From an optimization exercise on the open Yosys and OpenROAD flow, aimed at a short achievable clock period and few clock cycles; shortcuts taken in it are not production practice. In this exercise RTL edits were held to simulation tests only and were not proved equivalent to the original. Power figures rest on the tool's default switching activity, not on a simulated workload.

--- flow/config.mk ---
export PLATFORM = sky130hd
export DESIGN_NAME = uc1609_framer
export DESIGN_NICKNAME = uc1609_framer
export VERILOG_FILES = /design/flow/design.v
export SDC_FILE = /design/flow/constraint.sdc
export NUM_CORES = 4
export LEC_CHECK = 0
export CAP_MARGIN = 20
export CORE_MARGIN = 2
export CORE_UTILIZATION = 40
export SLEW_MARGIN = 20
--- flow/constraint.sdc ---
create_clock -name core_clock -period 12.0 [get_ports {clk}]
set_input_delay 2.4000 -clock core_clock [delete_from_list [all_inputs] [get_ports {clk}]]
set_output_delay 2.4000 -clock core_clock [all_outputs]
set_load 0.01 [all_outputs]
--- flow/design.v ---
module uc1609_framer (
    input  wire        clk,
    input  wire        rst,           
    input  wire        req_valid,
    input  wire [31:0] req_word,
    output wire        req_ready,
    output reg         sts_valid,
    output reg  [1:0]  sts_kind,      
    output reg  [3:0]  sts_code,      
    output wire [3:0]  fault_code,
    output wire [31:0] fault_req,
    output reg         fm_re,
    output reg  [16:0] fm_addr,
    input  wire [7:0]  fm_rdata,
    input  wire [16:0] fm_size,
    output reg         ev_valid,
    output reg  [2:0]  ev_type,
    output reg  [7:0]  ev_data,
    input  wire        ev_ready
);
    localparam [2:0] EV_TXN_BEGIN = 3'd0, EV_TXN_END = 3'd1,
                     EV_CS_ASSERT = 3'd2, EV_CS_DEASSERT = 3'd3,
                     EV_CD_COMMAND = 3'd4, EV_CD_DATA = 3'd5,
                     EV_BYTE = 3'd6, EV_RESET_PULSE = 3'd7;
    localparam [1:0] ST_DONE = 2'd0, ST_FAULT = 2'd1, ST_REJECTED = 2'd2;
    localparam [3:0] F_ILLEGAL_OP = 4'd1, F_RESERVED = 4'd2, F_VALUE_RANGE = 4'd3,
                     F_OVERLAP = 4'd4, F_ADDR_RANGE = 4'd5, F_NO_FONT = 4'd6,
                     F_FONT_OOB = 4'd7, F_GLYPH_WIDTH = 4'd8, F_CURSOR_OVF = 4'd9;
    localparam [7:0] OP_SENDCMD = 8'h01, OP_SETCUR = 8'h02, OP_CONTRAST = 8'h03,
                     OP_SCROLL = 8'h04, OP_ROTATE = 8'h05, OP_INVERT = 8'h06,
                     OP_ALLON = 8'h07, OP_DISPEN = 8'h08, OP_SYSRST = 8'h09,
                     OP_HWRST = 8'h0A, OP_INIT = 8'h0B, OP_PWRDN = 8'h0C,
                     OP_CLEAR = 8'h0D, OP_SETFONT = 8'h0E, OP_SETSCALE = 8'h0F,
                     OP_SETAA = 8'h10, OP_PUTC = 8'h11, OP_PUTCAT = 8'h12;
    localparam [7:0] VBIAS_DEFAULT = 8'h49;
    localparam [1:0] T_NONE = 2'd0, T_PF = 2'd1, T_SLOW = 2'd2, T_FONT = 2'd3;
    function [15:0] stretch;
        input [7:0] b;
        integer i;
        begin
            stretch = 16'd0;
            for (i = 0; i < 8; i = i + 1) begin
                stretch[2*i]   = b[i];
                stretch[2*i+1] = b[i];
            end
        end
    endfunction
    function [191:0] build_buf;
        input [39:0] g;
        input        aa;
        reg [15:0] c   [0:11];
        reg [15:0] add [0:11];
        reg [7:0]  s;
        reg [3:0]  wl, wr;
        integer x, o;
        begin
            for (x = 0; x < 12; x = x + 1) begin
                s = (x < 2) ? 8'h00 : g[8*(x/2-1) +: 8];
                c[x] = stretch(s);
                add[x] = 16'd0;
            end
            if (aa) begin
                for (x = 1; x <= 10; x = x + 1) begin
                    for (o = 0; o <= 10; o = o + 2) begin
                        wl = c[x][o +: 4];
                        wr = c[x+1][o +: 4];
                        if (wl == 4'b1100 && wr == 4'b0011) begin
                            add[x][o+1]   = 1'b1;
                            add[x+1][o+2] = 1'b1;
                        end else if (wl == 4'b0011 && wr == 4'b1100) begin
                            add[x][o+2]   = 1'b1;
                            add[x+1][o+1] = 1'b1;
                        end
                    end
                end
            end
            for (x = 0; x < 12; x = x + 1) begin
                build_buf[8*x +: 8]      = c[x][7:0]  | add[x][7:0];
                build_buf[8*(x+12) +: 8] = c[x][15:8] | add[x][15:8];
            end
        end
    endfunction
    function [23:0] cursor_bytes;
        input [7:0] c;
        input [2:0] p;
        begin
            cursor_bytes = {5'b10110, p, 4'h1, c[7:4], 4'h0, c[3:0]};
        end
    endfunction
    localparam integer X_IDLE = 0, X_PULSE = 1, X_TB = 2, X_CSA = 3, X_FR = 4,
                       X_RUN = 5, X_SR = 6, X_SW1 = 7, X_SW2 = 8, X_SP = 9,
                       X_CSD = 10, X_TE = 11, X_STS = 12;
    localparam integer Y_CMDS = 0, Y_CLR = 1, Y_REPOS = 2, Y_GTOP = 3;
    reg rst_q;
    always @(posedge clk) rst_q <= rst;
    reg        wv_q;
    reg        rdy_q;
    reg [31:0] w_q;
    assign req_ready = rdy_q;
    wire acc = req_valid && rdy_q;
    reg [15:0] col_q;
    reg [2:0]  row_q;
    reg        scale2_q;
    reg        aa_q;
    reg        font_valid_q;
    reg [15:0] fontbase_q;
    reg [7:0]  fw_q;
    reg [7:0]  ffirst_q;
    reg [7:0]  flast_q;
    reg [7:0]  contrast_q;
    reg [7:0]  orient_q;
    reg [3:0]  df_q;           
    reg [31:0] dfr_q;          
    reg [9:0]  adv_q;          
    reg [17:0] bf3_q;          
    reg [16:0] b4_q;           
    reg [16:0] lim_q;          
    reg        lim_neg_q;      
    reg        fw_nz_q;        
    reg        fw_gt5_q;       
    reg [16:0] fm_size_q;
    reg        jv;
    reg        j_ev;           
    reg [1:0]  j_kind;
    reg [3:0]  j_code;
    reg        j_pulse, j_txn, j_cmds, j_clr, j_repos, j_glyph, j_bot, j_s2, j_aa;
    reg [71:0] j_cq;
    reg [3:0]  j_ncmd;
    reg [7:0]  j_rc;
    reg [2:0]  j_rr;
    reg [7:0]  j_gc;
    reg [2:0]  j_gr;
    reg [16:0] j_gaddr;
    reg [2:0]  j_nds;
    reg [7:0]  j_nslow;
    reg        d_idle, d_s1, d_s2, d_s3, d_s4;
    reg [31:0] dw;
    reg        dw_font;        
    wire [7:0] op = dw[31:24];
    wire [7:0] fa = dw[23:16];
    wire [7:0] fb = dw[15:8];
    wire [7:0] fc = dw[7:0];
    reg        s1_rej;
    reg [3:0]  s1_f;           
    reg        s1_char;
    reg [15:0] s1_ecol;
    reg [2:0]  s1_erow;
    reg        s1_cr, s1_lf, s1_tab, s1_bs, s1_prt;
    reg [7:0]  s1_gidx;
    reg        s1_gw;          
    reg        s1_hdr_oob;
    reg [11:0] s2_plo, s2_phi;
    reg [16:0] s2_tab;
    reg [16:0] s2_bsd;         
    reg [15:0] s2_colp;        
    reg [3:0]  s2_nl;
    reg        s2_ecol_ge;
    reg [3:0]  s2_f;
    reg [15:0] s3_goff;
    reg [3:0]  s3_f;
    reg        s3_tab_lt, s3_bs_lt;
    reg [15:0] s3_bs;
    reg [1:0]  fr_iss, fr_got;
    reg [7:0]  h_fw, h_ff, h_fl;
    reg [12:0] es;
    reg [4:0]  seg;
    reg [2:0]  ph;
    reg [3:0]  fn;
    reg [71:0] cq;
    reg [7:0]  rcnt;
    reg [2:0]  page;
    reg        e_txn, e_cmds, e_clr, e_repos, e_glyph, e_bot, e_s2, e_aa;
    reg [1:0]  e_kind;
    reg [3:0]  e_code;
    reg [7:0]  e_rc, e_gc;
    reg [2:0]  e_rr, e_gr;
    reg [2:0]  e_nds;
    reg [7:0]  e_nslow;
    reg [191:0] ds;
    reg [39:0] gb;
    reg        pf_act;
    reg [2:0]  pf_iss, pf_got;
    reg        pf_bld;
    reg [16:0] pf_addr;
    reg [7:0]  sb;
    reg [1:0]  tag0_q, tag1_q;
    reg        o_last;
    reg        s_v, s_ev, s_last;
    reg [2:0]  s_t;
    reg [7:0]  s_d;
    reg [1:0]  s_k;
    reg [3:0]  s_c;
    reg [3:0]  fo_code;
    reg [31:0] fo_req;
    assign fault_code = fo_code;
    assign fault_req  = fo_req;
    wire go = !s_v;
    wire p_has = es[X_PULSE] | es[X_TB] | es[X_CSA] | es[X_FR] | es[X_RUN] |
                 es[X_SP] | es[X_CSD] | es[X_TE] | es[X_STS];
    wire p_ev   = !es[X_STS];
    wire p_last = es[X_TE] | es[X_STS] | (es[X_PULSE] & !e_txn);
    reg [2:0] p_t;
    reg [7:0] p_d;
    always @(*) begin
        p_t = EV_BYTE;
        if (es[X_PULSE])            p_t = EV_RESET_PULSE;
        if (es[X_TB])               p_t = EV_TXN_BEGIN;
        if (es[X_CSA])              p_t = EV_CS_ASSERT;
        if (es[X_FR] && ph[0])      p_t = EV_CD_COMMAND;
        if (es[X_FR] && ph[2])      p_t = EV_CD_DATA;
        if (es[X_CSD])              p_t = EV_CS_DEASSERT;
        if (es[X_TE])               p_t = EV_TXN_END;
        p_d = ({8{es[X_FR] & ph[1]}}            & cq[7:0]) |
              ({8{es[X_RUN] & !seg[Y_CLR]}}     & ds[7:0]) |
              ({8{es[X_SP]}}                    & sb);
    end
    wire p_push = p_has && go;
    wire e_end  = go && p_last;
    wire e_load = jv && (es[X_IDLE] || e_end);
    wire e_slow_rd = es[X_SR];
    wire d_font_rd = !d_idle && dw_font && (fr_iss != 2'd3);
    wire d_rd_ok   = !pf_act && !e_slow_rd && d_font_rd;
    wire [16:0] font_rd_addr = {1'b0, fa, fb} + {15'd0, fr_iss != 2'd0, fr_iss == 2'd2};
    reg [31:0] mask;
    always @(*) begin
        case (op)
            OP_SENDCMD, OP_SETCUR, OP_SETFONT:             mask = 32'hFF0000FF;
            OP_CONTRAST, OP_SCROLL, OP_ROTATE, OP_INVERT,
            OP_ALLON, OP_DISPEN, OP_SETSCALE, OP_SETAA,
            OP_PUTC:                                       mask = 32'hFF00FFFF;
            OP_PUTCAT:                                     mask = 32'hFF000000;
            default:                                       mask = 32'hFFFFFFFF;
        endcase
    end
    wire op_legal     = (op != 8'h00) && (op <= 8'h12);
    wire reserved_bad = ((dw & mask) != {op, 24'h000000});
    wire is_putcat    = (op == OP_PUTCAT);
    wire is_char      = (op == OP_PUTC) || is_putcat;
    wire c_cr  = (fa == 8'h0D);
    wire c_lf  = (fa == 8'h0A);
    wire c_tab = (fa == 8'h09);
    wire c_bs  = (fa == 8'h08);
    wire c_prt = !c_cr && !c_lf && !c_tab && !c_bs &&
                 (fa >= ffirst_q) && (fa <= flast_q);
    reg [3:0] f1;
    always @(*) begin
        f1 = 4'd0;
        if (!op_legal)
            f1 = F_ILLEGAL_OP;
        else if (reserved_bad)
            f1 = F_RESERVED;
        else begin
            case (op)
                OP_SENDCMD:  if ((fa & fb) != 8'h00) f1 = F_OVERLAP;
                OP_SETCUR:   if (fa >= 8'd192 || fb >= 8'd8) f1 = F_ADDR_RANGE;
                OP_SCROLL:   if (fa >= 8'd64) f1 = F_VALUE_RANGE;
                OP_ROTATE:   if ((fa & 8'hF9) != 8'h00) f1 = F_VALUE_RANGE;
                OP_INVERT, OP_ALLON, OP_DISPEN, OP_SETAA:
                             if (fa > 8'd1) f1 = F_VALUE_RANGE;
                OP_PUTCAT:   if (fb >= 8'd192 || fc >= 8'd8) f1 = F_ADDR_RANGE;
                default: ;
            endcase
            if (f1 == 4'd0 && is_char && !font_valid_q)
                f1 = F_NO_FONT;
        end
    end
    wire        g_oob  = fw_nz_q && (lim_neg_q || {1'b0, s3_goff} >= lim_q);
    wire [16:0] gaddr4 = {1'b0, s3_goff} + b4_q;
    wire [3:0]  f4 = (s3_f == 4'd0 && s1_char && s1_prt && g_oob) ? F_FONT_OOB : s3_f;
    wire font_ok  = !dw_font || (fr_got == 2'd3);
    wire d_commit = d_s4 && (!jv || e_load) && font_ok;
    wire d_take   = wv_q && (d_idle || d_commit);
    function [81:0] next_seg;
        input [1:0]  lvl;
        input        cmds, clr, repos, glyph;
        input [3:0]  n;
        input [71:0] q;
        input [7:0]  rc;
        input [2:0]  rr;
        input [7:0]  gc;
        input [2:0]  gr;
        begin
            if (lvl == 2'd0 && cmds)
                next_seg = {1'b0, 5'b00001, n, q};
            else if (lvl <= 2'd1 && clr)
                next_seg = {1'b0, 5'b00010, 4'd3, 48'd0, cursor_bytes(8'd0, 3'd0)};
            else if (lvl <= 2'd2 && repos)
                next_seg = {1'b0, 5'b00100, 4'd3, 48'd0, cursor_bytes(rc, rr)};
            else if (glyph)
                next_seg = {1'b0, 5'b01000, 4'd3, 48'd0, cursor_bytes(gc, gr)};
            else
                next_seg = {1'b1, 5'b00001, 4'd3, q};
        end
    endfunction
    reg [12:0] es_n;
    reg [4:0]  seg_n;
    reg [2:0]  ph_n;
    reg [3:0]  fn_n;
    reg [71:0] cq_n;
    reg [7:0]  rcnt_n;
    reg [2:0]  page_n;
    reg [7:0]  nslow_n;
    reg [81:0] nx;
    always @(*) begin
        es_n    = es;
        seg_n   = seg;
        ph_n    = ph;
        fn_n    = fn;
        cq_n    = cq;
        rcnt_n  = rcnt;
        page_n  = page;
        nslow_n = e_nslow;
        nx      = 82'd0;
        if (p_push) begin
            es_n = 13'd0;
            if (es[X_PULSE]) begin
                es_n[X_TB]   = e_txn;
                es_n[X_IDLE] = !e_txn;
            end
            if (es[X_TB])  es_n[X_CSA] = 1'b1;
            if (es[X_CSA]) begin
                nx = next_seg(2'd0, e_cmds, e_clr, e_repos, e_glyph, fn, cq, e_rc, e_rr, e_gc, e_gr);
                es_n[X_CSD] = nx[81];
                es_n[X_FR]  = !nx[81];
                seg_n = nx[80:76];
                fn_n  = nx[75:72];
                cq_n  = nx[71:0];
                ph_n  = 3'b001;
                page_n = 3'd0;
            end
            if (es[X_FR]) begin
                es_n[X_FR] = 1'b1;
                ph_n = {ph[1:0], ph[2]};
                if (ph[2]) begin
                    cq_n = {8'h00, cq[71:8]};
                    fn_n = fn - 4'd1;
                    if (fn == 4'd1) begin
                        if (seg[Y_CMDS] || seg[Y_REPOS]) begin
                            if (seg[Y_CMDS])
                                nx = next_seg(2'd1, e_cmds, e_clr, e_repos, e_glyph, fn, cq, e_rc, e_rr, e_gc, e_gr);
                            else
                                nx = next_seg(2'd3, e_cmds, e_clr, e_repos, e_glyph, fn, cq, e_rc, e_rr, e_gc, e_gr);
                            es_n[X_FR]  = !nx[81];
                            es_n[X_CSD] = nx[81];
                            seg_n = nx[80:76];
                            fn_n  = nx[75:72];
                            cq_n  = nx[71:0];
                        end else begin
                            es_n[X_FR]  = 1'b0;
                            es_n[X_RUN] = 1'b1;
                            rcnt_n = seg[Y_CLR] ? 8'd192 :
                                     (seg[Y_GTOP] && !e_s2) ? {5'd0, e_nds} : 8'd12;
                        end
                    end
                end
            end
            if (es[X_RUN]) begin
                es_n[X_RUN] = 1'b1;
                rcnt_n = rcnt - 8'd1;
                if (rcnt == 8'd1) begin
                    es_n[X_RUN] = 1'b0;
                    if (seg[Y_CLR]) begin
                        if (page != 3'd7) begin
                            page_n = page + 3'd1;
                            cq_n   = {48'd0, cursor_bytes(8'd0, page + 3'd1)};
                            fn_n   = 4'd3;
                            es_n[X_FR] = 1'b1;
                        end else begin
                            nx = next_seg(2'd2, e_cmds, e_clr, e_repos, e_glyph, fn, cq, e_rc, e_rr, e_gc, e_gr);
                            es_n[X_FR]  = !nx[81];
                            es_n[X_CSD] = nx[81];
                            seg_n = nx[80:76];
                            fn_n  = nx[75:72];
                            cq_n  = nx[71:0];
                        end
                    end else if (seg[Y_GTOP] && e_s2 && e_bot) begin
                        seg_n = 5'b10000;
                        cq_n  = {48'd0, cursor_bytes(e_gc, e_gr + 3'd1)};
                        fn_n  = 4'd3;
                        es_n[X_FR] = 1'b1;
                    end else if (seg[Y_GTOP] && !e_s2 && e_nslow != 8'd0) begin
                        es_n[X_SR] = 1'b1;
                    end else begin
                        es_n[X_CSD] = 1'b1;
                    end
                end
            end
            if (es[X_SP]) begin
                nslow_n = e_nslow - 8'd1;
                es_n[X_CSD] = (e_nslow == 8'd1);
                es_n[X_SR]  = (e_nslow != 8'd1);
            end
            if (es[X_CSD]) es_n[X_TE] = 1'b1;
            if (es[X_TE] || es[X_STS]) es_n[X_IDLE] = 1'b1;
        end
        if (es[X_SR])  es_n = 13'd1 << X_SW1;
        if (es[X_SW1]) es_n = 13'd1 << X_SW2;
        if (es[X_SW2]) es_n = 13'd1 << X_SP;
        if (e_load) begin
            es_n = 13'd0;
            es_n[X_STS]   = !j_ev;
            es_n[X_PULSE] = j_ev && j_pulse;
            es_n[X_TB]    = j_ev && !j_pulse;
            cq_n    = j_cq;
            fn_n    = j_ncmd;
            nslow_n = j_nslow;
        end
    end
    wire       src_v    = s_v || p_push;
    wire       src_ev   = s_v ? s_ev   : p_ev;
    wire       src_last = s_v ? s_last : p_last;
    wire [2:0] src_t    = s_v ? s_t    : p_t;
    wire [7:0] src_d    = s_v ? s_d    : p_d;
    wire [1:0] src_k    = s_v ? s_k    : e_kind;
    wire [3:0] src_c    = s_v ? s_c    : e_code;
    wire ev_take = src_v && src_ev && (ev_valid ? (ev_ready && !o_last) : 1'b1);
    wire st_take = src_v && !src_ev && !ev_valid;
    wire take    = ev_take || st_take;
    wire o_bub   = ev_valid && ev_ready && o_last;
    always @(posedge clk) begin
        if (rst)
            rdy_q <= 1'b0;
        else if (rst_q)
            rdy_q <= 1'b1;
        else if (acc)
            rdy_q <= 1'b0;
        else if (d_take)
            rdy_q <= 1'b1;
        if (rst_q) begin
            wv_q         <= 1'b0;
            col_q        <= 16'd0;
            row_q        <= 3'd0;
            scale2_q     <= 1'b0;
            aa_q         <= 1'b0;
            font_valid_q <= 1'b0;
            contrast_q   <= VBIAS_DEFAULT;
            orient_q     <= 8'h00;
            df_q         <= 4'd0;
            jv           <= 1'b0;
            d_idle <= 1'b1; d_s1 <= 1'b0; d_s2 <= 1'b0; d_s3 <= 1'b0; d_s4 <= 1'b0;
            fr_iss       <= 2'd3;
            fr_got       <= 2'd3;
            es           <= 13'd1;
            pf_act       <= 1'b0;
            pf_bld       <= 1'b0;
            fm_re        <= 1'b0;
            tag0_q       <= T_NONE;
            tag1_q       <= T_NONE;
            ev_valid     <= 1'b0;
            s_v          <= 1'b0;
            sts_valid    <= 1'b0;
            fo_code      <= 4'd0;
            fo_req       <= 32'd0;
        end else begin
            if (acc)
                wv_q <= 1'b1;
            else if (d_take)
                wv_q <= 1'b0;
            fm_re  <= pf_act || e_slow_rd || d_rd_ok;
            tag0_q <= pf_act ? T_PF : e_slow_rd ? T_SLOW : d_rd_ok ? T_FONT : T_NONE;
            tag1_q <= tag0_q;
            if (d_rd_ok)
                fr_iss <= fr_iss + 2'd1;
            if (tag1_q == T_FONT)
                fr_got <= fr_got + 2'd1;
            if (d_take) begin
                fr_iss <= 2'd0;
                fr_got <= 2'd0;
            end
            d_s2 <= d_s1;
            d_s3 <= d_s2;
            if (d_s3) d_s4 <= 1'b1;
            if (d_commit) begin
                d_s4   <= 1'b0;
                d_idle <= 1'b1;
            end
            d_s1 <= d_take;
            if (d_take) d_idle <= 1'b0;
            if (d_commit)
                jv <= 1'b1;
            else if (e_load)
                jv <= 1'b0;
            if (d_commit) begin
                if (!s1_rej && f4 != 4'd0)
                    df_q <= f4;
                if (!s1_rej && f4 == 4'd0) begin
                    case (op)
                        OP_SETCUR: begin
                            col_q <= {8'h00, fa};
                            row_q <= fb[2:0];
                        end
                        OP_CONTRAST: contrast_q <= fa;
                        OP_ROTATE:   orient_q   <= fa;
                        OP_CLEAR: begin
                            col_q <= 16'd0;
                            row_q <= 3'd0;
                        end
                        OP_SETFONT:  font_valid_q <= 1'b1;
                        OP_SETSCALE: begin
                            if (fa == 8'd1) scale2_q <= 1'b0;
                            if (fa == 8'd2) scale2_q <= 1'b1;
                        end
                        OP_SETAA: aa_q <= fa[0];
                        OP_PUTC, OP_PUTCAT: begin
                            col_q <= s1_ecol;
                            row_q <= s1_erow;
                            if (s1_cr) begin
                                col_q <= 16'd0;
                            end else if (s1_lf) begin
                                if (s2_nl[3]) begin
                                    col_q <= 16'd0;
                                    row_q <= 3'd0;
                                end else begin
                                    row_q <= s2_nl[2:0];
                                end
                            end else if (s1_tab) begin
                                col_q <= s2_tab[15:0];
                            end else if (s1_bs) begin
                                col_q <= s3_bs;
                            end else if (s1_prt) begin
                                if (s2_ecol_ge) begin
                                    col_q <= {6'd0, adv_q};
                                    row_q <= s2_nl[3] ? 3'd0 : s2_nl[2:0];
                                end else begin
                                    col_q <= s2_colp;
                                end
                            end
                        end
                        default: ;
                    endcase
                end
            end
            es <= es_n;
            if (e_load && j_glyph) begin
                pf_act <= 1'b1;
            end else if (pf_act && pf_iss == 3'd4) begin
                pf_act <= 1'b0;
            end
            pf_bld <= (tag1_q == T_PF) && (pf_got == 3'd4);
            sts_valid <= o_bub || st_take;
            ev_valid  <= ev_take || (ev_valid && !ev_ready);
            if (s_v)
                s_v <= !take;
            else
                s_v <= p_push && !take;
            if (st_take && src_k == ST_FAULT) begin
                fo_code <= df_q;
                fo_req  <= dfr_q;
            end
        end
    end
    always @(posedge clk) begin
        fm_size_q <= fm_size;
        adv_q     <= scale2_q ? ({1'b0, fw_q, 1'b0} + 10'd2) : ({2'b00, fw_q} + 10'd1);
        bf3_q     <= {2'b00, fontbase_q} + {10'd0, fw_q} + 18'd3;
        b4_q      <= {1'b0, fontbase_q} + 17'd4;
        lim_q     <= fm_size_q - bf3_q[16:0];
        lim_neg_q <= (bf3_q >= {1'b0, fm_size_q});
        fw_nz_q   <= (fw_q != 8'd0);
        fw_gt5_q  <= (fw_q > 8'd5);
        if (acc)
            w_q <= req_word;
        if (d_take) begin
            dw      <= w_q;
            dw_font <= (w_q[31:24] == OP_SETFONT);
        end
        s1_rej     <= (df_q != 4'd0);
        s1_f       <= f1;
        s1_char    <= is_char;
        s1_ecol    <= is_putcat ? {8'h00, fb} : col_q;
        s1_erow    <= is_putcat ? fc[2:0] : row_q;
        s1_cr      <= c_cr;
        s1_lf      <= c_lf;
        s1_tab     <= c_tab;
        s1_bs      <= c_bs;
        s1_prt     <= c_prt;
        s1_gidx    <= fa - ffirst_q;
        s1_gw      <= scale2_q && (fw_q != 8'd5);
        s1_hdr_oob <= ({2'b00, fa, fb} + 18'd3 >= {1'b0, fm_size_q});
        s2_plo     <= s1_gidx * fw_q[3:0];
        s2_phi     <= s1_gidx * fw_q[7:4];
        s2_tab     <= {1'b0, s1_ecol} + {5'b0, adv_q, 2'b00};
        s2_bsd     <= {1'b0, s1_ecol} - {7'b0, adv_q};
        s2_colp    <= s1_ecol + {6'b0, adv_q};
        s2_nl      <= {1'b0, s1_erow} + (scale2_q ? 4'd2 : 4'd1);
        s2_ecol_ge <= (s1_ecol >= 16'd192);
        s2_f       <= (s1_f != 4'd0) ? s1_f :
                      (dw_font && s1_hdr_oob) ? F_FONT_OOB :
                      (s1_char && s1_prt && s1_gw) ? F_GLYPH_WIDTH : 4'd0;
        s3_goff    <= {4'b0, s2_plo} + {s2_phi, 4'b0};
        s3_tab_lt  <= (s2_tab[15:0] < 16'd192);
        s3_bs      <= s2_bsd[16] ? 16'd0 : s2_bsd[15:0];
        s3_bs_lt   <= s2_bsd[16] || (s2_bsd[15:0] < 16'd192);
        s3_f       <= (s2_f == 4'd0 && s1_char && s1_tab && s2_tab[16]) ? F_CURSOR_OVF : s2_f;
        if (tag1_q == T_FONT) begin
            case (fr_got)
                2'd0:    h_fw <= fm_rdata;
                2'd1:    h_ff <= fm_rdata;
                default: h_fl <= fm_rdata;
            endcase
        end
        if (d_commit) begin
            if (!s1_rej && f4 != 4'd0)
                dfr_q <= dw;
            if (!s1_rej && f4 == 4'd0 && op == OP_SETFONT) begin
                fontbase_q <= {fa, fb};
                fw_q       <= h_fw;
                ffirst_q   <= h_ff;
                flast_q    <= h_fl;
            end
            j_ev    <= 1'b0;
            j_kind  <= ST_DONE;
            j_code  <= 4'd0;
            j_pulse <= 1'b0;
            j_txn   <= 1'b0;
            j_cmds  <= 1'b0;
            j_clr   <= 1'b0;
            j_repos <= 1'b0;
            j_glyph <= 1'b0;
            j_bot   <= 1'b0;
            j_s2    <= scale2_q;
            j_aa    <= aa_q;
            j_ncmd  <= (op == OP_INIT) ? 4'd9 : (op == OP_CONTRAST) ? 4'd2 : 4'd1;
            j_gaddr <= gaddr4;
            j_nds   <= fw_gt5_q ? 3'd6 : fw_q[2:0] + 3'd1;
            j_nslow <= fw_gt5_q ? fw_q - 8'd5 : 8'd0;
            j_rc    <= 8'd0;
            j_rr    <= 3'd0;
            j_gc    <= 8'd0;
            j_gr    <= 3'd0;
            case (op)
                OP_SENDCMD:  j_cq <= {64'd0, fa | fb};
                OP_CONTRAST: j_cq <= {56'd0, fa, 8'h81};
                OP_SCROLL:   j_cq <= {64'd0, 8'h40 | fa};
                OP_ROTATE:   j_cq <= {64'd0, 8'hC0 | fa};
                OP_INVERT:   j_cq <= {64'd0, 8'hA6 | fa};
                OP_ALLON:    j_cq <= {64'd0, 8'hA4 | fa};
                OP_DISPEN:   j_cq <= {64'd0, 8'hAE | fa};
                OP_SYSRST:   j_cq <= {64'd0, 8'hE2};
                OP_PWRDN:    j_cq <= {64'd0, 8'hAE};
                default:     j_cq <= {8'hC0 | orient_q, 8'hAF, contrast_q, 8'h81,
                                      8'h2F, 8'hEB, 8'hA1, 8'h8A, 8'h27};
            endcase
            if (s1_rej) begin
                j_kind <= ST_REJECTED;
            end else if (f4 != 4'd0) begin
                j_kind <= ST_FAULT;
                j_code <= f4;
            end else begin
                case (op)
                    OP_SENDCMD, OP_SCROLL, OP_ROTATE, OP_INVERT, OP_ALLON,
                    OP_DISPEN, OP_SYSRST, OP_CONTRAST: begin
                        j_ev   <= 1'b1;
                        j_txn  <= 1'b1;
                        j_cmds <= 1'b1;
                    end
                    OP_INIT, OP_PWRDN: begin
                        j_ev    <= 1'b1;
                        j_pulse <= 1'b1;
                        j_txn   <= 1'b1;
                        j_cmds  <= 1'b1;
                    end
                    OP_HWRST: begin
                        j_ev    <= 1'b1;
                        j_pulse <= 1'b1;
                    end
                    OP_SETCUR: begin
                        j_rc    <= fa;
                        j_rr    <= fb[2:0];
                        j_ev    <= 1'b1;
                        j_txn   <= 1'b1;
                        j_repos <= 1'b1;
                    end
                    OP_CLEAR: begin
                        j_ev  <= 1'b1;
                        j_txn <= 1'b1;
                        j_clr <= 1'b1;
                    end
                    OP_PUTC, OP_PUTCAT: begin
                        if (s1_lf) begin
                            if (s2_nl[3]) begin
                                j_clr   <= 1'b1;
                                j_repos <= 1'b1;
                                j_ev    <= 1'b1;
                                j_txn   <= 1'b1;
                            end else begin
                                j_rc  <= s1_ecol[7:0];
                                j_rr  <= s2_nl[2:0];
                                if (!s2_ecol_ge) begin
                                    j_repos <= 1'b1;
                                    j_ev    <= 1'b1;
                                    j_txn   <= 1'b1;
                                end
                            end
                        end else if (s1_tab) begin
                            j_rc <= s2_tab[7:0];
                            j_rr <= s1_erow;
                            if (s3_tab_lt) begin
                                j_repos <= 1'b1;
                                j_ev    <= 1'b1;
                                j_txn   <= 1'b1;
                            end
                        end else if (s1_bs) begin
                            j_rc <= s3_bs[7:0];
                            j_rr <= s1_erow;
                            if (s3_bs_lt) begin
                                j_repos <= 1'b1;
                                j_ev    <= 1'b1;
                                j_txn   <= 1'b1;
                            end
                        end else if (s1_prt && !s1_cr) begin
                            j_glyph <= 1'b1;
                            j_ev    <= 1'b1;
                            j_txn   <= 1'b1;
                            if (s2_ecol_ge) begin
                                j_repos <= 1'b1;
                                if (s2_nl[3]) begin
                                    j_clr <= 1'b1;
                                    j_bot <= 1'b1;
                                end else begin
                                    j_rr  <= s2_nl[2:0];
                                    j_gr  <= s2_nl[2:0];
                                    j_bot <= (s2_nl[2:0] != 3'd7);
                                end
                            end else begin
                                j_gc  <= s1_ecol[7:0];
                                j_gr  <= s1_erow;
                                j_bot <= (s1_erow != 3'd7);
                            end
                        end
                    end
                    default: ;
                endcase
            end
        end
        if (e_load) begin
            e_txn   <= j_txn;
            e_cmds  <= j_cmds;
            e_clr   <= j_clr;
            e_repos <= j_repos;
            e_glyph <= j_glyph;
            e_bot   <= j_bot;
            e_s2    <= j_s2;
            e_aa    <= j_aa;
            e_kind  <= j_kind;
            e_code  <= j_code;
            e_rc    <= j_rc;
            e_rr    <= j_rr;
            e_gc    <= j_gc;
            e_gr    <= j_gr;
            e_nds   <= j_nds;
        end
        seg     <= seg_n;
        ph      <= ph_n;
        fn      <= fn_n;
        cq      <= cq_n;
        rcnt    <= rcnt_n;
        page    <= page_n;
        e_nslow <= nslow_n;
        if (e_load && j_glyph) begin
            pf_iss  <= 3'd0;
            pf_got  <= 3'd0;
            pf_addr <= j_gaddr;
        end else begin
            if (pf_act) begin
                pf_iss  <= pf_iss + 3'd1;
                pf_addr <= pf_addr + 17'd1;
            end
            if (e_slow_rd)
                pf_addr <= pf_addr + 17'd1;
            if (tag1_q == T_PF)
                pf_got <= pf_got + 3'd1;
        end
        if (pf_act || e_slow_rd)
            fm_addr <= pf_addr;
        else if (d_rd_ok)
            fm_addr <= font_rd_addr;
        if (tag1_q == T_PF)
            gb <= {fm_rdata, gb[39:8]};
        if (tag1_q == T_SLOW)
            sb <= fm_rdata;
        if (pf_bld)
            ds <= e_s2 ? build_buf(gb, e_aa) : {144'd0, gb, 8'h00};
        else if (es[X_RUN] && !seg[Y_CLR] && go)
            ds <= {8'h00, ds[191:8]};
        if (ev_take) begin
            ev_type <= src_t;
            ev_data <= src_d;
            o_last  <= src_last;
        end
        if (p_push) begin
            s_ev   <= p_ev;
            s_last <= p_last;
            s_t    <= p_t;
            s_d    <= p_d;
            s_k    <= e_kind;
            s_c    <= e_code;
        end
        if (st_take) begin
            sts_kind <= src_k;
            sts_code <= src_c;
        end else if (ev_valid && o_last) begin
            sts_kind <= ST_DONE;
            sts_code <= 4'd0;
        end
    end
endmodule
--- flow/flow/run.sh ---
#!/bin/bash
set -euo pipefail
export BUFFER_PORTS_ARGS="-buffer_cell sky130_fd_sc_hd__buf_4"
bash standard.sh > standard_flow.log 2>&1
--- flow/standard.sh ---
#!/bin/bash
# synth_recipe.tcl (not shown) runs the flow's synth.tcl, then flattens the netlist and writes it again
# the make line also repeats each setting of config.mk as NAME=value (left out here)
make -C /OpenROAD-flow-scripts/flow DESIGN_CONFIG=/design/flow/config.mk WORK_HOME=/design/flow/orfs CLKGATE_MAP_FILE= SYNTH_SCRIPT=/design/flow/synth_recipe.tcl "${@:-finish}"
==> results.txt, run 1 <==
* Layout Cells excl Fill at between 6000 and 7000
* Hold Buf Count CTS at 0
* Tcrit/Tclk final at 0.340
* CP max stage delay at about 0.77 ns
* CP max stage cell: buf_4
* Hold path startpoint: s2_f[2]
* Clock Skews at about 0.02 ns
* Grt total ovfl at 0
* Crit path from: es[5]
* Status: no timing/DRC/antenna violations
* RSZ-0062 raised after global routing: false
* Crit-path cells: nor2b_1 -> a21o_4 -> buf_4 -> buf_4
* Row count at around 130
* First-pass GRT wire length at 205000 um
* Finish-stage setup viols at 0
* Clk slew on worst S/H paths at ~0.060 ns
* Share of cells above drive strength 1 at 0.0925
* Effective utilization at floorplan at 0.403
* Synth cell types at between 80 and 90
* Fill cells at 11100
* Asr flop ratio synth at 0
* CTS root buffer: clkbuf_16
* Setup TNS at 0 ns
* Die area at approximately 130000 um^2
* Slew Limit Fails at 0
* DR vias at between 30000 and 40000
* WHS Path Cells at 0
* Peak supply drop at about 0.00011 V
* Crit path top cell by count: buf_4
* Setup Buffers After CTS at 0
* Area share of the largest cell type after synthesis at 0.428
* Maxcap violations at 0
* Power per standard cell area at 147 nW/um^2
* Most common cell after layout, fill and taps aside: edfxtp_1
* CTS H-tree depth at 3
* Area grow syn2layout at 12.7%
* Port bufs at about 130
* Slew headroom at 0.261
* I/O pins at between 100 and 150
* Chip height at 355 um
* P_leak at about 21 nW
* Die W at between 300 and 400 um
* Maximum clock rate at 245 MHz
* Pre-CTS WS at approximately 7.9 ns
* Initial antenna violation count at 11
* HP Class: reg2reg
* Iter 0 DRT Violations at roughly 3600
* Worst skew pair latency at 0.71 ns
* Synth area leader: edfxtp_1
* Vias in the first global route at roughly 33000
* CTS buffer count at 108
* Mapped Area at 49200 um^2
* Fin. Hold Viols at 0
* Final routed DRC violation total at 0
* R2R Path Start: es[5]
* Most frequent cells in the layout: edfxtp_1 (701), nand2_1 (415), dfxtp_1 (359), nor2_1 (342), inv_1 (291)
* WL final at 137000 um
* Post-Syn Instances at between 4000 and 5000
* Tmin final at ~4.1 ns
* Final net count at 4833
* Worst slew pin tran at approximately 1.1 ns
* Gr usage total at 0.214
* Main flop type after synthesis: edfxtp_1
* Wire per inst at 21.8 um
* CTS tree: yes
* CP Data Required Time at ~12 ns
* Critical Path Source Type: flop
* Dominant cells by area after synthesis: edfxtp_1 (43%), dfxtp_1 (15%), ha_1 (5.6%), nand2_1 (3.2%), a21oi_1 (2.7%)
* Core ar. at between 100000 and 150000 um^2
* Post-synth EDFFs at between 700 and 800
* Number of synthesis warnings at 3
* Syn_nets at around 4800
* Sequential fraction of the synthesis area at 0.575
* Largest net degree at the start of global routing at 77
* Worst Setup End Kind: flop
* Syn avg cell area at roughly 11 um^2
* Cell count of the worst reg-to-reg path at 4
* Final Core Density at 0.455
* Critical path class: reg2reg
* Pre-Repair DR Iteration Count at 6
* Vias/cell at ~5.5
* # clock sinks at between 1000 and 1500
* Post-CTS sizing at 0
* Maximum root-to-sink buffer count at 3
* Setup ws final at approximately 7.9 ns
* Placed cells at 6032
* Hpwl dp at slightly below 100000 um
* Routability cong. at 0.901
* WP data arrival at between 4 and 5 ns
* FF+latch count, synth at around 1100
* Post-DRT Antenna Nets at 0
* Worst-path fanout max at 64
==> registers in the layout, indices dropped and copies added, names as in the netlist, 31 cells and up, named ones only <==
name and flops:
fo_req 32, j_cq 31, w_q 32, dfr_q 32, ds 180, gb 40
dw 32, cq 72
==> routing by layer <==
metal,wire length (um),global-route usage
met5,264,0.0147
met3,12500,0.0513
met1,62700,0.317
met2,57400,0.308
met4,3770,0.0610
==> cell usage after synthesis, types with 14 or more instances <==
cell       instances
o2bb2ai_1         30
xnor2_1          115
nor4_1            25
nor3b_1           15
or4_1             16
nor2_1           345
a31oi_1           24
inv_1            295
dfxtp_1          361
o22ai_1           14
and2_1            76
nor2b_1          104
edfxtp_1         701
mux2_2            32
a221oi_1          20
nand4_1           29
a22o_1            30
a221o_1           34
a22oi_1           48
mux2i_1           53
or2_2             14
a21o_1            44
o21ai_0          246
a211oi_1          23
fa_1              34
o21a_1            20
xor2_1            63
a21oi_1          270
nand2b_1          51
buf_1             19
clkbuf_1         206
nand2_1          416
nand3_1          120
o21bai_1          16
o211ai_1          22
nor3_1            76
and3_1            20
ha_1             219
==> cell type report <==
| type | instances | area [um^2] | share of cell area |
|---|---|---|---|
| antenna | 18 | 45.0 | 0.000813 |
| clock buffer | 161 | 3140 | 0.0567 |
| clock inverter | 45 | 414 | 0.00748 |
| inverter | 300 | 1130 | 0.0204 |
| multi-input combinational | 2863 | 18900 | 0.342 |
| sequential | 1062 | 28300 | 0.511 |
| tap | 1625 | 2030 | 0.0367 |
| timing repair buffer | 184 | 1410 | 0.0254 |
==> worst max-delay path: cells and delay by family, from the launching register on <==
kind                   cells  cell delay [ns]
DFF                        1             0.66
and+or+nand+nor            1             0.66
buffers and inverters      2             1.49
AOI/OAI and AO/OA          1             0.71
==> kinds of logic (layout without fill, tap and decap cells) <==
family	Yosys count	after routing	share of synthesized area
adders and majority gates	253	253	0.0696
muxes	85	85	0.0181
xor gates and xnor gates	178	178	0.0317
AOI/OAI and AO/OA	984	984	0.131
other	0	18	0
and+or+nand+nor	1363	1363	0.133
buffers and inverters	533	690	0.0410
DFF	1062	1062	0.575
==> where the power goes <==
part / switching [mW] / internal, mW
Sequential: 0.0864 / 4.04
Combinational: 0.386 / 0.240
Clock: 1.43 / 1.96
Total: 1.90 / 6.24
==> worst paths after layout <==
kind,endpoint,slack (ns)
setup reg to reg,ds[54],7.92
hold reg to reg,s3_f[2],0.35
setup / recovery,ds[54],7.92
hold / removal,s3_f[2],0.35
==> stage by stage <==
stage,hold WS (ns),power (mW),instance area (um^2)
final,0.354,8.14,55400
after global routing,0.352,8.41,55400
after CTS,0.350,8.19,55300
after detailed placement,0.349,4.82,51800
after global placement,0.352,4.81,51700
after floorplan,0.310,4.58,49200
Testbench counts, summed over its fixed seeds: cycles 127,306.
==> inputs of run 2 (changes only) <==
==> flow/run.sh (new file) <==
#!/bin/bash
# synth_recipe.tcl (not shown) runs the flow's synth.tcl, then flattens the netlist and writes it again
# the make line also repeats each setting of config.mk as NAME=value (left out here)
make -C /OpenROAD-flow-scripts/flow DESIGN_CONFIG=/design/flow/config.mk WORK_HOME=/design/flow/orfs CLKGATE_MAP_FILE= SYNTH_SCRIPT=/design/flow/synth_recipe.tcl finish
removed: flow/flow/run.sh
removed: flow/standard.sh
==> run 2 against run 1 <==
Effect of this change:
- still clean
- utilization is 0.49 points higher
- clock power increased by 6%
- critical path depth decreased by 3
- worst setup slack got worse by 0.029 ns
- combinational power down 2%
- flip-flop and latch count stayed put
- count of clock-buffer cells in the layout decreased by 4
- clock skew is 0.0015 ns higher
- cell count about the same
- maximum frequency is 0.71% lower
- critical path type is now reg2out
- largest power group unchanged
- highest routed layer is now met4
==> results.txt, run 2 <==
* Pwr Total at just over 8 mW
* Row count at between 100 and 150
* Sw frac at 0.234
* Worst slew pin tran at roughly 1.1 ns
* Largest net degree at the start of global routing at 91
* Worst Setup End Kind: primary output
* Setup Buffers After CTS at 0
* Status: no timing/DRC/antenna violations
* Area share of the largest cell type after synthesis at 0.428
* Chip height at between 300 and 400 um
* List of most frequent post-synthesis cells: edfxtp_1 (701), nand2_1 (416), dfxtp_1 (361)
* Crit-path cells: clkdlybuf4s50_1
* Most frequent cells in the layout: edfxtp_1 (701), nand2_1 (415), dfxtp_1 (358), nor2_1 (342), inv_1 (291)
* CP Data Required Time at around 9.6 ns
* RSZ-0062 raised after global routing: false
* # clock sinks at roughly 1100
* CP max stage delay at 0.58 ns
* Worst-path fanout max at 8
* Maxcap violations at 0
* Hpwl dp at 94600 um
* Clk slew on worst S/H paths at about 0.060 ns
* Tmin final at 4.11 ns
* DR vias at approximately 34000
* Maximum clock rate at 243 MHz
* Power per standard cell area at about 150 nW/um^2
* Layout Cells excl Fill at between 6000 and 7000
* Share of cells above drive strength 1 at 0.0718
* Wire per inst at approximately 22 um
* Final routed DRC violation total at 0
* Asr flop ratio synth at 0
* Most common cell in the synthesized netlist: edfxtp_1
* Critical Path Source Type: flop
* Main flop type after synthesis: edfxtp_1
* First-pass GRT wire length at slightly above 200000 um
* Crit-path leading delay family: buffers and inverters
* Routability cong. at roughly 0.91
* Slew headroom at 0.270
* CTS buffer count at about 110
* Post-Syn Instances at between 4000 and 5000
* CTS root buffer: clkbuf_16
* Area grow syn2layout at 13.9%
* Clock Skews at about 0.022 ns
* WP buf/inv at 1
* Finish-stage setup viols at 0
* Clock share of power at 0.430
* Pre-Repair DR Iteration Count at 7
* Tcrit/Tclk final at 0.342
* Syn avg cell area at approximately 11 um^2
* R2R Path Start: lim_q[11]
* Final net count at 4842
* Core ar. at between 100000 and 150000 um^2
* P_leak at about 21 nW
* Flop pwr share at 0.496
* Synth cell types at 89
* Largest register by flop count: ds
* Post-CTS sizing at 0
* Dominant cells by area after synthesis: edfxtp_1 (43%), dfxtp_1 (15%), ha_1 (5.6%), nand2_1 (3.2%), a21oi_1 (2.7%)
* Effective utilization at floorplan at 0.403
* Worst skew pair latency at 0.71 ns
* Post-DRT Antenna Nets at 0
* Placed cells at ~6000
* Int Power at ~6.4 mW
* Sequential fraction of the synthesis area at 0.575
* Crit path from: ev_valid
* Die W at 355 um
* CP max stage cell: clkdlybuf4s50_1
* Mapped Area at ~50000 um^2
* Hold Buf Count CTS at 0
* WP depth at 1
* Peak supply drop at 0.000137 V
* Synth area leader: edfxtp_1
* Die area at around 130000 um^2
* CTS H-tree depth at 3
* Post-synth EDFFs at 701
* Most common cell after layout, fill and taps aside: edfxtp_1
* Combinational share of power at 0.074
* Maximum root-to-sink buffer count at 3
* Slew Limit Fails at 0
* Fin. Hold Viols at 0
* FF+latch count, synth at about 1100
* Initial antenna violation count at 1
* WL final at about 140000 um
* Vias in the first global route at about 32000
* Syn_nets at roughly 4800
* Gr usage total at 0.212
* Setup TNS at 0 ns
* CTS tree: yes
* WP data arrival at 1.71 ns
* Max FFs per register at 180
* Sw Pwr at about 1.9 mW
* Largest registers: ds: 180 flops, cq: 72 flops, gb: 40 flops
* Hold WS at 0.363 ns
* I/O pins at 135
* HP Class: reg2reg
* Vias/cell at about 5.5
* Number of synthesis warnings at 3
* Worst Setup EP: ev_valid
* R2r setup slk at ~7.9 ns
* Grt total ovfl at 0
* Port bufs at between 100 and 150
* Capturing point of the worst reg2reg path: ffirst_q[4]
* Cell count of the worst reg-to-reg path at 11
* Iter 0 DRT Violations at 4097
* Critical path class: reg2out
run 2: area by class of cell:
| cell class | count | area (um^2) |
|---|---|---|
| tap | 1625 | 2030 |
| clock buffer | 157 | 3270 |
| clock inverter | 55 | 574 |
| sequential | 1062 | 28300 |
| antenna | 3 | 7.51 |
| multi-input combinational | 2863 | 18900 |
| fill | 11200 | 65900 |
| timing repair buffer | 190 | 1760 |
| inverter | 300 | 1130 |
run 2: cells by family (layout without fill, tap and decap cells):
logic type | count (synthesis) | in the layout | synth area share
xor gates and xnor gates | 178 | 178 | 0.0317
buffers and inverters | 533 | 702 | 0.0410
muxes | 85 | 85 | 0.0181
other | 0 | 3 | 0
and+or+nand+nor | 1363 | 1363 | 0.133
DFF | 1062 | 1062 | 0.575
adders and majority gates | 253 | 253 | 0.0696
AOI/OAI and AO/OA | 984 | 984 | 0.131
run 2: power by group through the flow:
stage	sequential, mW	clock, mW	combinational [mW]
after floorplan	4.17	0	0.404
after global placement	4.20	0	0.600
after detailed placement	4.20	0	0.606
after CTS	4.13	3.63	0.610
after global routing	4.14	3.79	0.677
final	4.13	3.58	0.616
run 2: worst min-delay path by stage:
stage                    from         end  slack, ns  cells after the start
floorplan           s2_plo[0]  s3_goff[0]       0.31                      0
global placement      s2_f[2]     s3_f[2]       0.34                      0
detailed placement    s2_f[2]     s3_f[2]       0.35                      0
CTS                   s2_f[1]     s3_f[1]       0.36                      0
global route          s2_f[2]     s3_f[2]       0.36                      0
finish                s2_f[2]     s3_f[2]       0.36                      0
run 2: per-layer routing:
layer / vias up / routed length [um] / track usage
li1: 16200 / - / -
met1: 16800 / 63600 / 0.324
met2: 1304 / 57800 / 0.308
met3: 204 / 10800 / 0.0367
met4: 0 / 3240 / 0.0553
met5: - / 0 / 0
run 2: through the flow:
stage	cell area (um^2)	util	worst slack, ns
2_1_floorplan	49200	-	5.35
3_3_place_gp	52100	0.428	7.82
3_5_place_dp	52100	0.428	7.79
4_1_cts	56000	0.459	7.85
5_1_grt	56000	0.459	7.69
6_report	56000	0.459	7.89
==> inputs of run 3 (changes only) <==
--- a/flow/config.mk
+++ b/flow/config.mk
@@ -5,6 +5,7 @@
 export SDC_FILE = /design/flow/constraint.sdc
 export NUM_CORES = 4
 export LEC_CHECK = 0
+export ABC_CLOCK_PERIOD_IN_PS = 2500
 export CAP_MARGIN = 20
 export CORE_MARGIN = 2
 export CORE_UTILIZATION = 40
==> run 3 against run 2 <==
Effect of this change:
- highest routed layer unchanged
- worst hold slack is the same
- critical endpoint unchanged
- register-to-register slack barely moved
- non-clock buffer count stayed put
==> results.txt, run 3 <==
* Status: no timing/DRC/antenna violations
* # clock sinks at ~1100
* Hpwl dp at between 90000 and 100000 um
* Combinational share of power at 0.074
* Post-Synth Simple-Gate Area at 0.133
* Worst Setup End Kind: primary output
* Critical path class: reg2out
* Maximum root-to-sink buffer count at 3
* Pre-Repair DR Iteration Count at 7
* CTS root buffer: clkbuf_16
* Post-synth EDFFs at roughly 700
* Mux cell area share after synthesis at 0.0181
* Worst slew pin tran at ~1.1 ns
* Number of synthesis warnings at 3
* Hold Buf Count CTS at 0
* CP max stage cell: clkdlybuf4s50_1
* Clock share of power at 0.430
* Power per standard cell area at approximately 150 nW/um^2
* Synth area leader: edfxtp_1
* Layout Cells excl Fill at between 6000 and 7000
* Multi-input logic area at approximately 19000 um^2
* Setup ws final at about 7.9 ns
* Largest register by flop count: ds
* Vias/cell at about 5.5
* P_leak at ~21 nW
* WP buf/inv at 1
* Worst skew pair latency at a little over 0.7 ns
* Tmin final at ~4.1 ns
* Core ar. at about 120000 um^2
* Fin. Hold Viols at 0
* Fill cells at roughly 11000
* Effective utilization at floorplan at 0.403
* RSZ-0062 raised after global routing: false
* Synth cell types at 89
* Clk slew on worst S/H paths at 0.06 ns
* Area grow syn2layout at 13.9%
* Initial antenna violation count at 1
* Finish-stage setup viols at 0
* CTS buffer count at around 110
* Post-CTS sizing at 0
* Worst-path fanout max at 8
* WL final at between 100000 and 150000 um
* Chip height at roughly 350 um
* Maximum clock rate at 243 MHz
* CTS tree: yes
* Wire per inst at 21.6 um
* Area share of the largest cell type after synthesis at 0.428
* FF+latch count, synth at between 1000 and 1500
* Slew headroom at 0.270
* Synth Area in Adders at 0.0696
* Final Core Density at 0.459
* Largest net degree at the start of global routing at a little over 90
* Compound-Gate Fraction of Synth Area at 0.131
* Iter 0 DRT Violations at around 4100
* Gr usage total at 0.212
* WP data arrival at approximately 1.7 ns
* Grt total ovfl at 0
* Maxcap violations at 0
* Asr flop ratio synth at 0
* Clock Skews at around 0.022 ns
* Dominant cells by area after synthesis: edfxtp_1 (43%), dfxtp_1 (15%), ha_1 (5.6%), nand2_1 (3.2%), a21oi_1 (2.7%)
* Most common cell after layout, fill and taps aside: edfxtp_1
* CTS H-tree depth at 3
* Reg area at roughly 28000 um^2
* HP Class: reg2reg
* Most common cell in the synthesized netlist: edfxtp_1
* Row count at ~130
* Port bufs at 134
* Sequential fraction of the synthesis area at 0.575
* Tcrit/Tclk final at 0.342
* M2 GR Usage at 0.308
* Slew Limit Fails at 0
* Setup Buffers After CTS at 0
* CP max stage delay at 0.58 ns
* Sw Pwr at between 1.5 and 2 mW
* Placed cells at 6040
* I/O pins at between 100 and 150
* Post-Synth XOR/XNOR Area at 0.0317
* Syn_nets at approximately 4800
* First-pass GRT wire length at ~200000 um
* Sw frac at 0.234
* Met1 Use GR at 0.324
* Flop pwr share at 0.496
* Vias in the first global route at ~32000
* Final routed DRC violation total at 0
* Pre-CTS WS at roughly 7.8 ns
* Final net count at slightly below 5000
* Crit-path leading delay family: buffers and inverters
* Largest registers: ds: 180 flops, cq: 72 flops, gb: 40 flops
* Mapped Area at ~49000 um^2
* Setup TNS at 0 ns
* Crit-path cells: clkdlybuf4s50_1
* Max FFs per register at 180
* Routability cong. at 0.910
* Critical Path Source Type: flop
* CP Data Required Time at between 9 and 10 ns
* DR vias at 34500
* Met3 Use GR at 0.0367
* Syn avg cell area at 11.0 um^2
* Main flop type after synthesis: edfxtp_1
* Share of cells above drive strength 1 at 0.0718
* Int Power at around 6.4 mW
* Most frequent cells in the layout: edfxtp_1 (701), nand2_1 (415), dfxtp_1 (358), nor2_1 (342), inv_1 (291)
* Post-Syn Instances at around 4500
* Busiest grt layer: met1
* Post-DRT Antenna Nets at 0
* Peak supply drop at 0.000137 V
* Die W at approximately 350 um
* Largest family of logic cells by synthesized area: simple AND/OR/NAND/NOR gates
* Die area at about 130000 um^2
* List of most frequent post-synthesis cells: edfxtp_1 (701), nand2_1 (416), dfxtp_1 (361)
* Pwr Total at 8.32 mW
-- run 3: metal layers --
metal / vias to the layer above / part of all wire / routed length, um
li1: 16200 / - / -
met1: 16800 / 0.47 / 63600
met2: 1304 / 0.43 / 57800
met3: 204 / 0.080 / 10800
met4: 0 / 0.024 / 3240
met5: - / 0 / 0
-- run 3: final cells by class --
| class | count | share of cell area |
|---|---|---|
| timing repair buffer | 190 | 0.0315 |
| tap | 1625 | 0.0363 |
| multi-input combinational | 2863 | 0.338 |
| antenna | 3 | 0.000134 |
| clock buffer | 157 | 0.0584 |
| clock inverter | 55 | 0.0103 |
| inverter | 300 | 0.0202 |
| sequential | 1062 | 0.505 |
-- run 3: through the flow --
step	area, um^2	hold slack (ns)
global placement	52100	0.343
CTS	56000	0.356
detailed placement	52100	0.346
finish	56000	0.363
global route	56000	0.358
floorplan	49200	0.310
-- run 3: worst paths after layout --
kind / from / to / slack (ns) / cells after the start
max: ev_valid / ev_valid / 7.89 / 1
min: s2_f[2] / s3_f[2] / 0.36 / 0
max reg2reg: lim_q[11] / ffirst_q[4] / 7.90 / 11
min reg2reg: s2_f[2] / s3_f[2] / 0.36 / 0
-- run 3: power by group through the flow --
stage | combinational [mW] | sequential, mW | clock (mW)
6_report | 0.616 | 4.13 | 3.58
5_1_grt | 0.677 | 4.14 | 3.79
4_1_cts | 0.610 | 4.13 | 3.63
3_5_place_dp | 0.606 | 4.20 | 0
3_3_place_gp | 0.600 | 4.20 | 0
2_1_floorplan | 0.404 | 4.17 | 0
-- run 3: cell families after synthesis --
| kind of cell | after synthesis |
|---|---|
| AO/OA/AOI/OAI | 984 |
| multiplexers | 85 |
| flip-flops | 1062 |
| XOR/XNOR | 178 |
| AND/OR/NAND/NOR | 1363 |
| buffers and inverters | 533 |
| adder cells (fa/ha/maj) | 253 |

afterwards: timing with drivers on the ports:
Ports are ideal in the flow. The routed layouts listed here were re-timed in OpenROAD. Step 1: set_driving_cell puts a clkbuf_16 on clk and a buf_2 on each other input, an assumption about the parent block. Step 2 also shifts input and output timing later by t, the mid clock arrival at the registers, as if the neighbouring blocks saw the same clock. a / b / c = ideal / step 1 / step 2; a / b = the first two.
run | shift t [ns] | setup WS [ns] | worst setup path after step 2 | clock arrival spread, ns | worst register clock-pin slew, ns
run 1 | 0.776 | 7.921 / 7.921 / 7.921 | register to register | 0.022 / 0.021 | 0.07 / 0.07
run 2 | 0.776 | 7.892 / 7.817 / 7.788 | input to register | 0.024 / 0.024 | 0.07 / 0.07
run 3 | 0.776 | 7.892 / 7.817 / 7.788 | input to register | 0.024 / 0.024 | 0.07 / 0.07
After both steps setup and hold are still met in every run listed.
